What follows belongs to an exercise in optimizing a design on an open flow for small area, a short achievable clock period and few clock cycles; a production flow would make more cautious choices.
In this exercise RTL edits were held to simulation tests only and were not proved equivalent to the original.

==> 02-04 <==
## biquad_fc
module biquad_fc (
    input             clk,
    input             rst_n,        
    input             coef_we,
    input      [2:0]  coef_sel,
    input      [31:0] coef_data,
    input             hist_clr,     
    input             in_valid,
    output            in_ready,
    input      [31:0] in_l,
    input      [31:0] in_r,
    output reg        out_valid,
    output     [31:0] out_l,
    output     [31:0] out_r
);
==> module biquad_fc, before the edit <==
module biquad_fc (
    input             clk,
    input             rst_n,        
    input             coef_we,
    input      [2:0]  coef_sel,
    input      [31:0] coef_data,
    input             hist_clr,     
    input             in_valid,
    output            in_ready,
    input      [31:0] in_l,
    input      [31:0] in_r,
    output reg        out_valid,
    output     [31:0] out_l,
    output     [31:0] out_r
);
    localparam [31:0] F_ONE  = 32'h3F800000;
    localparam [31:0] F_ZERO = 32'h00000000;
    reg [31:0] b0, b1, b2, a0, a1, a2;
    reg [31:0] xl0, xl1, xl2, yl1, yl2;
    reg [31:0] xr0, xr1, xr2, yr1, yr2;
    reg [31:0] sl, sr, ql, qr;
    reg [31:0] p;
    assign out_l = yl1;
    assign out_r = yr1;
    reg [3:0] slot;
    reg       rdy;
    reg       v_nxt;    
    reg       v_cur;    
    reg       v_prv;    
    assign in_ready = rdy;
    wire accept = rdy & in_valid;
    reg [31:0] mul_a, mul_b;
    always @* begin
        case (slot)
            4'd0:    begin mul_a = a1; mul_b = yl1; end
            4'd1:    begin mul_a = a2; mul_b = v_prv ? yr1 : yr2; end
            4'd2:    begin mul_a = b2; mul_b = xr2; end
            4'd3:    begin mul_a = b0; mul_b = xl0; end
            4'd4:    begin mul_a = b1; mul_b = xl1; end
            4'd5:    begin mul_a = a1; mul_b = yr1; end
            4'd6:    begin mul_a = a2; mul_b = v_cur ? yl1 : yl2; end
            4'd7:    begin mul_a = b2; mul_b = xl2; end
            4'd8:    begin mul_a = b0; mul_b = xr0; end
            default: begin mul_a = b1; mul_b = xr1; end
        endcase
    end
    wire [31:0] mul_y;
    fp_mul u_mul (.clk(clk), .a(mul_a), .b(mul_b), .y(mul_y));
    wire        add_left = (slot == 4'd2) || (slot == 4'd3) || (slot == 4'd6) || (slot == 4'd9);
    wire        add_sub  = (slot == 4'd2) || (slot == 4'd3) || (slot == 4'd7) || (slot == 4'd8);
    wire [31:0] add_a    = add_left ? sl : sr;
    wire [31:0] add_b    = (slot == 4'd3) ? ql : (slot == 4'd8) ? qr : p;
    wire [31:0] add_y;
    fp_add u_add (.a(add_a), .b(add_b), .sub(add_sub), .y(add_y));
    wire        div_load = (slot == 4'd4) || (slot == 4'd9);
    wire        div_iter = !div_load;
    wire [31:0] div_y;
    fp_div u_div (
        .clk (clk),
        .load(div_load),
        .iter(div_iter),
        .a   ((slot == 4'd4) ? sl : sr),
        .b   (a0),
        .y   (div_y)
    );
    always @(posedge clk) begin
        p <= mul_y;
        case (slot)
            4'd2, 4'd3, 4'd6, 4'd9: sl <= add_y;
            4'd5:                   sl <= p;
            default: ;
        endcase
        case (slot)
            4'd1, 4'd4, 4'd7, 4'd8: sr <= add_y;
            4'd0:                   sr <= p;
            default: ;
        endcase
        if (slot == 4'd8) ql <= p;
        if (slot == 4'd3) qr <= p;
        if (slot == 4'd2) begin
            xl0 <= in_l;
            xr0 <= in_r;
        end
        if (!rst_n) begin
            slot      <= 4'd0;
            rdy       <= 1'b0;
            v_nxt     <= 1'b0;
            v_cur     <= 1'b0;
            v_prv     <= 1'b0;
            out_valid <= 1'b0;
            b0 <= F_ONE;  b1 <= F_ZERO; b2 <= F_ZERO;
            a0 <= F_ONE;  a1 <= F_ZERO; a2 <= F_ZERO;
            xl1 <= F_ZERO; xl2 <= F_ZERO; yl1 <= F_ZERO; yl2 <= F_ZERO;
            xr1 <= F_ZERO; xr2 <= F_ZERO; yr1 <= F_ZERO; yr2 <= F_ZERO;
        end else begin
            slot      <= (slot == 4'd9) ? 4'd0 : slot + 4'd1;
            rdy       <= (slot == 4'd1);
            out_valid <= (slot == 4'd4) && v_prv;
            if (slot == 4'd2) v_nxt <= accept;
            if (slot == 4'd9) begin
                v_prv <= v_cur;
                v_cur <= v_nxt;
                v_nxt <= 1'b0;
            end
            if (coef_we) begin
                case (coef_sel)
                    3'd0: b0 <= coef_data;
                    3'd1: b1 <= coef_data;
                    3'd2: b2 <= coef_data;
                    3'd3: a0 <= coef_data;
                    3'd4: a1 <= coef_data;
                    3'd5: a2 <= coef_data;
                    default: ;
                endcase
            end
            if (hist_clr) begin
                xl1 <= F_ZERO; xl2 <= F_ZERO; yl1 <= F_ZERO; yl2 <= F_ZERO;
                xr1 <= F_ZERO; xr2 <= F_ZERO; yr1 <= F_ZERO; yr2 <= F_ZERO;
            end else begin
                if (slot == 4'd7 && v_nxt) begin
                    xl2 <= xl1;
                    xl1 <= xl0;
                end
                if (slot == 4'd9 && v_cur) begin
                    yl2 <= yl1;
                    yl1 <= div_y;
                end
                if (slot == 4'd2 && v_cur) begin
                    xr2 <= xr1;
                    xr1 <= xr0;
                end
                if (slot == 4'd4 && v_prv) begin
                    yr2 <= yr1;
                    yr1 <= div_y;
                end
            end
        end
    end
endmodule
==> flow/config.mk <==
export PLATFORM = sky130hd
export DESIGN_NAME = biquad_fc
export DESIGN_NICKNAME = biquad_fc
export VERILOG_FILES = /design/flow/design.v
export SDC_FILE = /design/flow/constraint.sdc
export NUM_CORES = 4
export LEC_CHECK = 0
export ABC_AREA = 1
export CAP_MARGIN = 20
export CORE_MARGIN = 2
export CORE_UTILIZATION = 55
export PLACE_DENSITY = 0.7
export SLEW_MARGIN = 20
export TNS_END_PERCENT = 0
==> flow/constraint.sdc <==
create_clock -name core_clock -period 45.0 [get_ports {clk}]
set_input_delay 9.0000 -clock core_clock [delete_from_list [all_inputs] [get_ports {clk}]]
set_output_delay 9.0000 -clock core_clock [all_outputs]
set_load 0.01 [all_outputs]
standard.sh (not shown) runs the stock make flow with config.mk's settings and CLKGATE_MAP_FILE= SYNTH_SCRIPT=/design/flow/synth_recipe.tcl, a recipe that flattens the netlist after the stock synthesis.
==> flow/flow/run.sh <==
#!/bin/bash
set -euo pipefail
bash standard.sh SETUP_SLACK_MARGIN=33 finish > make.log 2>&1
==> 07-01 (differences from 02-04) <==
==> flow/flow/run.sh (replaced) <==
#!/bin/bash
set -euo pipefail
bash standard.sh SETUP_SLACK_MARGIN=30 finish > make.log 2>&1
CORE_UTILIZATION = 40   (was 55)
PLACE_DENSITY = 0.6   (was 0.7)
TNS_END_PERCENT = unset   (was 0)
==> 12-08 (differences from 02-04) <==
--- a/flow/design.v
+++ b/flow/design.v
@@ -47,15 +47,14 @@
         else if (e_n >= 12'sd255)
             result = {sign, 8'hFF, 23'd0};
         else
             result = {sign, pk};
     end
 endmodule
 module fp_mul (
-    input         clk,
     input  [31:0] a,
     input  [31:0] b,
     output [31:0] y
 );
     wire [7:0]  ea = a[30:23];
     wire [7:0]  eb = b[30:23];
     wire [22:0] fa = a[22:0];
@@ -67,93 +66,67 @@
     wire b_inf  = (eb == 8'hFF) && (fb == 23'd0);
     wire a_zero = (ea == 8'h00) && (fa == 23'd0);
     wire b_zero = (eb == 8'h00) && (fb == 23'd0);
     wire [23:0] ma = {ea != 8'h00, fa};
     wire [23:0] mb = {eb != 8'h00, fb};
     wire [7:0]  ea1 = (ea == 8'h00) ? 8'd1 : ea;
     wire [7:0]  eb1 = (eb == 8'h00) ? 8'd1 : eb;
-    reg  [47:0]        prod;
-    reg  signed [11:0] e;
-    reg                rs, r_nan, r_inf, r_zero;
-    always @(posedge clk) begin
-        prod   <= ma * mb;
-        e      <= $signed({4'd0, ea1}) + $signed({4'd0, eb1}) - 12'sd126;
-        rs     <= s;
-        r_nan  <= a_nan | b_nan | (a_inf & b_zero) | (b_inf & a_zero);
-        r_inf  <= a_inf | b_inf;
-        r_zero <= a_zero | b_zero;
-    end
+    wire [47:0]        prod = ma * mb;
+    wire signed [11:0] e    = $signed({4'd0, ea1}) + $signed({4'd0, eb1}) - 12'sd126;
     wire [31:0] rounded;
     fp_norm_round #(.W(48)) u_round (
-        .sign     (rs),
+        .sign     (s),
         .exp_in   (e),
         .mant     (prod),
         .sticky_in(1'b0),
         .result   (rounded)
     );
-    assign y = r_nan  ? 32'h7FC00000 :
-               r_inf  ? {rs, 8'hFF, 23'd0} :
-               r_zero ? {rs, 31'd0} :
+    assign y = (a_nan | b_nan | (a_inf & b_zero) | (b_inf & a_zero)) ? 32'h7FC00000 :
+               (a_inf | b_inf)   ? {s, 8'hFF, 23'd0} :
+               (a_zero | b_zero) ? {s, 31'd0} :
                rounded;
 endmodule
 module fp_add (
     input  [31:0] a,
     input  [31:0] b,
     input         sub,
     output [31:0] y
 );
     wire [31:0] bb = {b[31] ^ sub, b[30:0]};
     wire a_nan = (a[30:23] == 8'hFF) && (a[22:0] != 23'd0);
     wire b_nan = (bb[30:23] == 8'hFF) && (bb[22:0] != 23'd0);
     wire a_inf = (a[30:23] == 8'hFF) && (a[22:0] == 23'd0);
     wire b_inf = (bb[30:23] == 8'hFF) && (bb[22:0] == 23'd0);
-    wire [7:0]  ea1 = (a[30:23] == 8'h00) ? 8'd1 : a[30:23];
-    wire [7:0]  eb1 = (bb[30:23] == 8'h00) ? 8'd1 : bb[30:23];
-    wire [7:0]  dab = ea1 - eb1;
-    wire [7:0]  dba = eb1 - ea1;
     wire        swap = bb[30:0] > a[30:0];
     wire [31:0] big  = swap ? bb : a;
     wire [31:0] sml  = swap ? a : bb;
-    wire [7:0]  e_big = swap ? eb1 : ea1;
-    wire [7:0]  d     = swap ? dba : dab;
-    wire [23:0] m_big = {big[30:23] != 8'h00, big[22:0]};
-    wire [23:0] m_sml = {sml[30:23] != 8'h00, sml[22:0]};
+    wire [7:0]  eb_raw = big[30:23];
+    wire [7:0]  es_raw = sml[30:23];
+    wire [7:0]  e_big  = (eb_raw == 8'h00) ? 8'd1 : eb_raw;
+    wire [7:0]  e_sml  = (es_raw == 8'h00) ? 8'd1 : es_raw;
+    wire [23:0] m_big  = {eb_raw != 8'h00, big[22:0]};
+    wire [23:0] m_sml  = {es_raw != 8'h00, sml[22:0]};
+    wire [7:0]  d      = e_big - e_sml;
     wire [27:0] a_ext = {1'b0, m_big, 3'b000};
     wire [27:0] s_ext = {1'b0, m_sml, 3'b000};
     wire [4:0]  dsh   = (d >= 8'd28) ? 5'd31 : d[4:0];
     wire [55:0] s_sh  = {s_ext, 28'd0} >> dsh;
     wire [27:0] s_al  = s_sh[55:28] | {27'd0, |s_sh[27:0]};
     wire        eff_sub = big[31] ^ sml[31];
     wire [27:0] sum     = eff_sub ? (a_ext - s_al) : (a_ext + s_al);
-    wire        zero    = (sum == 28'd0);
-    wire        sign    = zero ? (a[31] & bb[31]) : big[31];
-    wire [31:0] mark = (e_big < 8'd28) ? (32'h80000000 >> e_big[4:0]) : 32'd0;
-    reg  [31:0] xm, xs;
-    reg  [4:0]  lz;
-    always @* begin
-        xm = {sum, 4'd0} | mark;
-        xs = {sum, 4'd0};
-        lz = 5'd0;
-        if (xm[31:16] == 16'd0) begin lz[4] = 1'b1; xm = xm << 16; xs = xs << 16; end
-        if (xm[31:24] == 8'd0)  begin lz[3] = 1'b1; xm = xm << 8;  xs = xs << 8;  end
-        if (xm[31:28] == 4'd0)  begin lz[2] = 1'b1; xm = xm << 4;  xs = xs << 4;  end
-        if (xm[31:30] == 2'd0)  begin lz[1] = 1'b1; xm = xm << 2;  xs = xs << 2;  end
-        if (xm[31] == 1'b0)     begin lz[0] = 1'b1; xm = xm << 1;  xs = xs << 1;  end
-    end
-    wire        normal = xs[31];
-    wire [7:0]  expf   = normal ? (e_big + 8'd1 - {3'd0, lz}) : 8'd0;
-    wire [23:0] sig    = xs[31:8];
-    wire        guard  = xs[7];
-    wire        st     = |xs[6:4];
-    wire        rup    = guard & (st | sig[0]);
-    wire [30:0] pk     = {expf, sig[22:0]} + {30'd0, rup};
-    wire        ovf    = sum[27] & (e_big == 8'd254);
-    wire [31:0] rounded = zero ? {sign, 31'd0} :
-                          ovf  ? {sign, 8'hFF, 23'd0} :
-                                 {sign, pk};
+    wire        sign    = (sum == 28'd0) ? (a[31] & bb[31]) : big[31];
+    wire signed [11:0] e = $signed({4'd0, e_big}) + 12'sd1;
+    wire [31:0] rounded;
+    fp_norm_round #(.W(28)) u_round (
+        .sign     (sign),
+        .exp_in   (e),
+        .mant     (sum),
+        .sticky_in(1'b0),
+        .result   (rounded)
+    );
     assign y = (a_nan | b_nan | (a_inf & b_inf & (a[31] != bb[31]))) ? 32'h7FC00000 :
                a_inf ? a :
                b_inf ? bb :
                rounded;
 endmodule
 module fp_div (
     input             clk,
@@ -312,46 +285,46 @@
             4'd6:    begin mul_a = a2; mul_b = v_cur ? yl1 : yl2; end
             4'd7:    begin mul_a = b2; mul_b = xl2; end
             4'd8:    begin mul_a = b0; mul_b = xr0; end
             default: begin mul_a = b1; mul_b = xr1; end
         endcase
     end
     wire [31:0] mul_y;
-    fp_mul u_mul (.clk(clk), .a(mul_a), .b(mul_b), .y(mul_y));
-    wire        add_left = (slot == 4'd2) || (slot == 4'd3) || (slot == 4'd6) || (slot == 4'd9);
-    wire        add_sub  = (slot == 4'd2) || (slot == 4'd3) || (slot == 4'd7) || (slot == 4'd8);
+    fp_mul u_mul (.a(mul_a), .b(mul_b), .y(mul_y));
+    wire        add_left = (slot == 4'd1) || (slot == 4'd2) || (slot == 4'd5) || (slot == 4'd8);
+    wire        add_sub  = (slot == 4'd1) || (slot == 4'd2) || (slot == 4'd6) || (slot == 4'd7);
     wire [31:0] add_a    = add_left ? sl : sr;
-    wire [31:0] add_b    = (slot == 4'd3) ? ql : (slot == 4'd8) ? qr : p;
+    wire [31:0] add_b    = (slot == 4'd2) ? ql : (slot == 4'd7) ? qr : p;
     wire [31:0] add_y;
     fp_add u_add (.a(add_a), .b(add_b), .sub(add_sub), .y(add_y));
-    wire        div_load = (slot == 4'd4) || (slot == 4'd9);
+    wire        div_load = (slot == 4'd3) || (slot == 4'd8);
     wire        div_iter = !div_load;
     wire [31:0] div_y;
     fp_div u_div (
         .clk (clk),
         .load(div_load),
         .iter(div_iter),
-        .a   ((slot == 4'd4) ? sl : sr),
+        .a   ((slot == 4'd3) ? sl : sr),
         .b   (a0),
         .y   (div_y)
     );
     always @(posedge clk) begin
         p <= mul_y;
         case (slot)
-            4'd2, 4'd3, 4'd6, 4'd9: sl <= add_y;
-            4'd5:                   sl <= p;
+            4'd1, 4'd2, 4'd5, 4'd8: sl <= add_y;
+            4'd4:                   sl <= p;
             default: ;
         endcase
         case (slot)
-            4'd1, 4'd4, 4'd7, 4'd8: sr <= add_y;
-            4'd0:                   sr <= p;
+            4'd0, 4'd3, 4'd6, 4'd7: sr <= add_y;
+            4'd9:                   sr <= p;
             default: ;
         endcase
-        if (slot == 4'd8) ql <= p;
-        if (slot == 4'd3) qr <= p;
+        if (slot == 4'd7) ql <= p;
+        if (slot == 4'd2) qr <= p;
         if (slot == 4'd2) begin
             xl0 <= in_l;
             xr0 <= in_r;
         end
         if (!rst_n) begin
             slot      <= 4'd0;
             rdy       <= 1'b0;
@@ -362,15 +335,15 @@
             b0 <= F_ONE;  b1 <= F_ZERO; b2 <= F_ZERO;
             a0 <= F_ONE;  a1 <= F_ZERO; a2 <= F_ZERO;
             xl1 <= F_ZERO; xl2 <= F_ZERO; yl1 <= F_ZERO; yl2 <= F_ZERO;
             xr1 <= F_ZERO; xr2 <= F_ZERO; yr1 <= F_ZERO; yr2 <= F_ZERO;
         end else begin
             slot      <= (slot == 4'd9) ? 4'd0 : slot + 4'd1;
             rdy       <= (slot == 4'd1);
-            out_valid <= (slot == 4'd4) && v_prv;
+            out_valid <= (slot == 4'd3) && v_prv;
             if (slot == 4'd2) v_nxt <= accept;
             if (slot == 4'd9) begin
                 v_prv <= v_cur;
                 v_cur <= v_nxt;
                 v_nxt <= 1'b0;
             end
             if (coef_we) begin
@@ -388,23 +361,23 @@
                 xl1 <= F_ZERO; xl2 <= F_ZERO; yl1 <= F_ZERO; yl2 <= F_ZERO;
                 xr1 <= F_ZERO; xr2 <= F_ZERO; yr1 <= F_ZERO; yr2 <= F_ZERO;
             end else begin
                 if (slot == 4'd7 && v_nxt) begin
                     xl2 <= xl1;
                     xl1 <= xl0;
                 end
-                if (slot == 4'd9 && v_cur) begin
+                if (slot == 4'd8 && v_cur) begin
                     yl2 <= yl1;
                     yl1 <= div_y;
                 end
                 if (slot == 4'd2 && v_cur) begin
                     xr2 <= xr1;
                     xr1 <= xr0;
                 end
-                if (slot == 4'd4 && v_prv) begin
+                if (slot == 4'd3 && v_prv) begin
                     yr2 <= yr1;
                     yr1 <= div_y;
                 end
             end
         end
     end
 endmodule
==> flow/run.sh (new file) <==
#!/bin/bash
# synth_recipe.tcl (not shown) runs the flow's synth.tcl, then flattens the netlist and writes it again
# the make line also repeats each setting of config.mk as NAME=value (left out here)
make -C /OpenROAD-flow-scripts/flow DESIGN_CONFIG=/design/flow/config.mk WORK_HOME=/design/flow/orfs CLKGATE_MAP_FILE= SYNTH_SCRIPT=/design/flow/synth_recipe.tcl finish
CORE_UTILIZATION = 40   (was 55)
PLACE_DENSITY = 0.6   (was 0.7)
TNS_END_PERCENT = unset   (was 0)
removed: flow/flow/run.sh
removed: flow/standard.sh
==> 09-09 (differences from 02-04) <==
--- a/flow/design.v
+++ b/flow/design.v
@@ -289,90 +289,84 @@
     reg [31:0] b0, b1, b2, a0, a1, a2;
     reg [31:0] xl0, xl1, xl2, yl1, yl2;
     reg [31:0] xr0, xr1, xr2, yr1, yr2;
     reg [31:0] sl, sr, ql, qr;
     reg [31:0] p;
     assign out_l = yl1;
     assign out_r = yr1;
-    reg [3:0] slot;
+    reg [9:0] slot;     
     reg       rdy;
     reg       v_nxt;    
     reg       v_cur;    
     reg       v_prv;    
     assign in_ready = rdy;
     wire accept = rdy & in_valid;
     reg [31:0] mul_a, mul_b;
     always @* begin
-        case (slot)
-            4'd0:    begin mul_a = a1; mul_b = yl1; end
-            4'd1:    begin mul_a = a2; mul_b = v_prv ? yr1 : yr2; end
-            4'd2:    begin mul_a = b2; mul_b = xr2; end
-            4'd3:    begin mul_a = b0; mul_b = xl0; end
-            4'd4:    begin mul_a = b1; mul_b = xl1; end
-            4'd5:    begin mul_a = a1; mul_b = yr1; end
-            4'd6:    begin mul_a = a2; mul_b = v_cur ? yl1 : yl2; end
-            4'd7:    begin mul_a = b2; mul_b = xl2; end
-            4'd8:    begin mul_a = b0; mul_b = xr0; end
-            default: begin mul_a = b1; mul_b = xr1; end
-        endcase
+        mul_a = 32'd0;
+        mul_b = 32'd0;
+        if (slot[0]) begin mul_a = mul_a | a1; mul_b = mul_b | yl1; end
+        if (slot[1]) begin mul_a = mul_a | a2; mul_b = mul_b | (v_prv ? yr1 : yr2); end
+        if (slot[2]) begin mul_a = mul_a | b2; mul_b = mul_b | xr2; end
+        if (slot[3]) begin mul_a = mul_a | b0; mul_b = mul_b | xl0; end
+        if (slot[4]) begin mul_a = mul_a | b1; mul_b = mul_b | xl1; end
+        if (slot[5]) begin mul_a = mul_a | a1; mul_b = mul_b | yr1; end
+        if (slot[6]) begin mul_a = mul_a | a2; mul_b = mul_b | (v_cur ? yl1 : yl2); end
+        if (slot[7]) begin mul_a = mul_a | b2; mul_b = mul_b | xl2; end
+        if (slot[8]) begin mul_a = mul_a | b0; mul_b = mul_b | xr0; end
+        if (slot[9]) begin mul_a = mul_a | b1; mul_b = mul_b | xr1; end
     end
     wire [31:0] mul_y;
     fp_mul u_mul (.clk(clk), .a(mul_a), .b(mul_b), .y(mul_y));
-    wire        add_left = (slot == 4'd2) || (slot == 4'd3) || (slot == 4'd6) || (slot == 4'd9);
-    wire        add_sub  = (slot == 4'd2) || (slot == 4'd3) || (slot == 4'd7) || (slot == 4'd8);
+    wire        add_left = slot[2] || slot[3] || slot[6] || slot[9];
+    wire        add_sub  = slot[2] || slot[3] || slot[7] || slot[8];
     wire [31:0] add_a    = add_left ? sl : sr;
-    wire [31:0] add_b    = (slot == 4'd3) ? ql : (slot == 4'd8) ? qr : p;
+    wire [31:0] add_b    = slot[3] ? ql : slot[8] ? qr : p;
     wire [31:0] add_y;
     fp_add u_add (.a(add_a), .b(add_b), .sub(add_sub), .y(add_y));
-    wire        div_load = (slot == 4'd4) || (slot == 4'd9);
+    wire        div_load = slot[4] || slot[9];
     wire        div_iter = !div_load;
     wire [31:0] div_y;
     fp_div u_div (
         .clk (clk),
         .load(div_load),
         .iter(div_iter),
-        .a   ((slot == 4'd4) ? sl : sr),
+        .a   (slot[4] ? sl : sr),
         .b   (a0),
         .y   (div_y)
     );
     always @(posedge clk) begin
         p <= mul_y;
-        case (slot)
-            4'd2, 4'd3, 4'd6, 4'd9: sl <= add_y;
-            4'd5:                   sl <= p;
-            default: ;
-        endcase
-        case (slot)
-            4'd1, 4'd4, 4'd7, 4'd8: sr <= add_y;
-            4'd0:                   sr <= p;
-            default: ;
-        endcase
-        if (slot == 4'd8) ql <= p;
-        if (slot == 4'd3) qr <= p;
-        if (slot == 4'd2) begin
+        if (slot[2] | slot[3] | slot[6] | slot[9]) sl <= add_y;
+        if (slot[5])                               sl <= p;
+        if (slot[1] | slot[4] | slot[7] | slot[8]) sr <= add_y;
+        if (slot[0])                               sr <= p;
+        if (slot[8]) ql <= p;
+        if (slot[3]) qr <= p;
+        if (slot[2]) begin
             xl0 <= in_l;
             xr0 <= in_r;
         end
         if (!rst_n) begin
-            slot      <= 4'd0;
+            slot      <= 10'd1;
             rdy       <= 1'b0;
             v_nxt     <= 1'b0;
             v_cur     <= 1'b0;
             v_prv     <= 1'b0;
             out_valid <= 1'b0;
             b0 <= F_ONE;  b1 <= F_ZERO; b2 <= F_ZERO;
             a0 <= F_ONE;  a1 <= F_ZERO; a2 <= F_ZERO;
             xl1 <= F_ZERO; xl2 <= F_ZERO; yl1 <= F_ZERO; yl2 <= F_ZERO;
             xr1 <= F_ZERO; xr2 <= F_ZERO; yr1 <= F_ZERO; yr2 <= F_ZERO;
         end else begin
-            slot      <= (slot == 4'd9) ? 4'd0 : slot + 4'd1;
-            rdy       <= (slot == 4'd1);
-            out_valid <= (slot == 4'd4) && v_prv;
-            if (slot == 4'd2) v_nxt <= accept;
-            if (slot == 4'd9) begin
+            slot      <= {slot[8:0], slot[9]};
+            rdy       <= slot[1];
+            out_valid <= slot[4] && v_prv;
+            if (slot[2]) v_nxt <= accept;
+            if (slot[9]) begin
                 v_prv <= v_cur;
                 v_cur <= v_nxt;
                 v_nxt <= 1'b0;
             end
             if (coef_we) begin
                 case (coef_sel)
                     3'd0: b0 <= coef_data;
@@ -384,27 +378,27 @@
                     default: ;
                 endcase
             end
             if (hist_clr) begin
                 xl1 <= F_ZERO; xl2 <= F_ZERO; yl1 <= F_ZERO; yl2 <= F_ZERO;
                 xr1 <= F_ZERO; xr2 <= F_ZERO; yr1 <= F_ZERO; yr2 <= F_ZERO;
             end else begin
-                if (slot == 4'd7 && v_nxt) begin
+                if (slot[7] && v_nxt) begin
                     xl2 <= xl1;
                     xl1 <= xl0;
                 end
-                if (slot == 4'd9 && v_cur) begin
+                if (slot[9] && v_cur) begin
                     yl2 <= yl1;
                     yl1 <= div_y;
                 end
-                if (slot == 4'd2 && v_cur) begin
+                if (slot[2] && v_cur) begin
                     xr2 <= xr1;
                     xr1 <= xr0;
                 end
-                if (slot == 4'd4 && v_prv) begin
+                if (slot[4] && v_prv) begin
                     yr2 <= yr1;
                     yr1 <= div_y;
                 end
             end
         end
     end
 endmodule
==> flow/flow/run.sh (replaced) <==
#!/bin/bash
set -euo pipefail
bash standard.sh SETUP_SLACK_MARGIN=36 finish > make.log 2>&1
==> reports/summary.md <==
- complete, no violations — status
- 16.6% — share of the synthesized area in the top cell type
- 112 — post-cts sizing count
- 92,800 um^2 — summed area of non-filler cells in the final layout
- 0.105 ns — largest clock skew in the final design
- met5 — highest routed layer
- 6.95 um^2 — Avg Synthesized Cell Area
- 21.7% — adder and majority cell fraction of the synthesized area
- 55,000 um^2 — multi-input logic area
the above is filed under 07-01

==> reports/summary.md <==
- complete, no violations — status
- 14.19 ns — post-route minimum period
- 16.6% — share of the synthesized area in the top cell type
- 103 — post-cts sizing count
- 20,100 um^2 — flip-flop and latch area
- 7 — router iterations before antenna repair
- 12,000 — cell count after synthesis
- 91,400 um^2 — summed area of non-filler cells in the final layout
- 8,676 — number of multi-input logic gates
- u_mul.rs — beginning of the worst hold path
- 21.7% — adder and majority cell fraction of the synthesized area
- 0.127 ns — largest clock skew in the final design
- 6.95 um^2 — Avg Synthesized Cell Area
- 394 um — horizontal extent of the die
- met5 — highest routed layer
the above is filed under 02-04

==> reports/summary.md <==
- 3.40% — share of final layout cell area taken by clock buffers and inverters
- 6.80 um^2 — Avg Synthesized Cell Area
- 22.16 ns — flop-to-flop setup slack
- 15.3% — share of the synthesized area in the top cell type
- met4 — highest routed layer
- 208 — number of enable flip-flop cells after synthesis
- 55,600 um^2 — multi-input logic area
- 21.6% — adder and majority cell fraction of the synthesized area
- nand2_1, inv_1, o21ai_0 — synth cell count leaders
- p[12] — CP Capture Point
- slot[2] — R2R Path Start
- 79,600 — number of global-route vias before repair
- 90,100 um^2 — summed area of non-filler cells in the final layout
- complete, no violations — status
the above is filed under 12-08

==> reports/summary.md <==
- complete, no violations — status
- 92,500 um^2 — summed area of non-filler cells in the final layout
- 0 — number of setup violations in the final report
- 0.110 ns — largest clock skew in the final design
- 16.5% — share of the synthesized area in the top cell type
- 0.0719 GHz — maximum clock rate
- 0 — max-slew violation count
- 21.5% — adder and majority cell fraction of the synthesized area
- 0 — final antenna-violating net count
- 0.44 ns — maximum cell stage delay along the critical path
- 54,900 um^2 — multi-input logic area
the above is filed under 09-09

Testbench counts of 02-04, summed over its fixed seeds: cycles 166,440.
Testbench counts of 07-01, summed over its fixed seeds: cycles 166,440.
Testbench counts of 12-08, summed over its fixed seeds: cycles 166,432.
Testbench counts of 09-09, summed over its fixed seeds: cycles 166,440.

## afterwards: timing with drivers on the ports
No port has a modelled driver above. Below, the same layouts with a new extraction and two added sets of constraints. Step 1 assumes that a clkbuf_16 drives the clock port and a buf_2 every other input. Step 2 moves the port delays by t, midway between the first and last clock arrival at a register: inputs arrive t later, outputs are due t later. That takes back most of the time a late clock gives input paths. a / b / c = no drivers / after step 1 / after step 2; a / b = the first two.
run | t (ns) | setup slack, ns | worst setup path after step 2 | latest minus earliest clock arrival (ns) | worst slew at a driven data input, ns
02-04 | 0.801 | 30.807 / 30.807 / 30.807 | register to register | 0.129 / 0.128 | 0.20
07-01 | 0.833 | 30.714 / 30.714 / 30.714 | register to register | 0.107 / 0.107 | 0.23
12-08 | 0.790 | 22.159 / 22.159 / 22.159 | register to register | 0.073 / 0.073 | 0.08
09-09 | 0.831 | 31.094 / 31.094 / 31.094 | register to register | 0.112 / 0.111 | 0.24
After both steps every run listed still meets setup and hold.
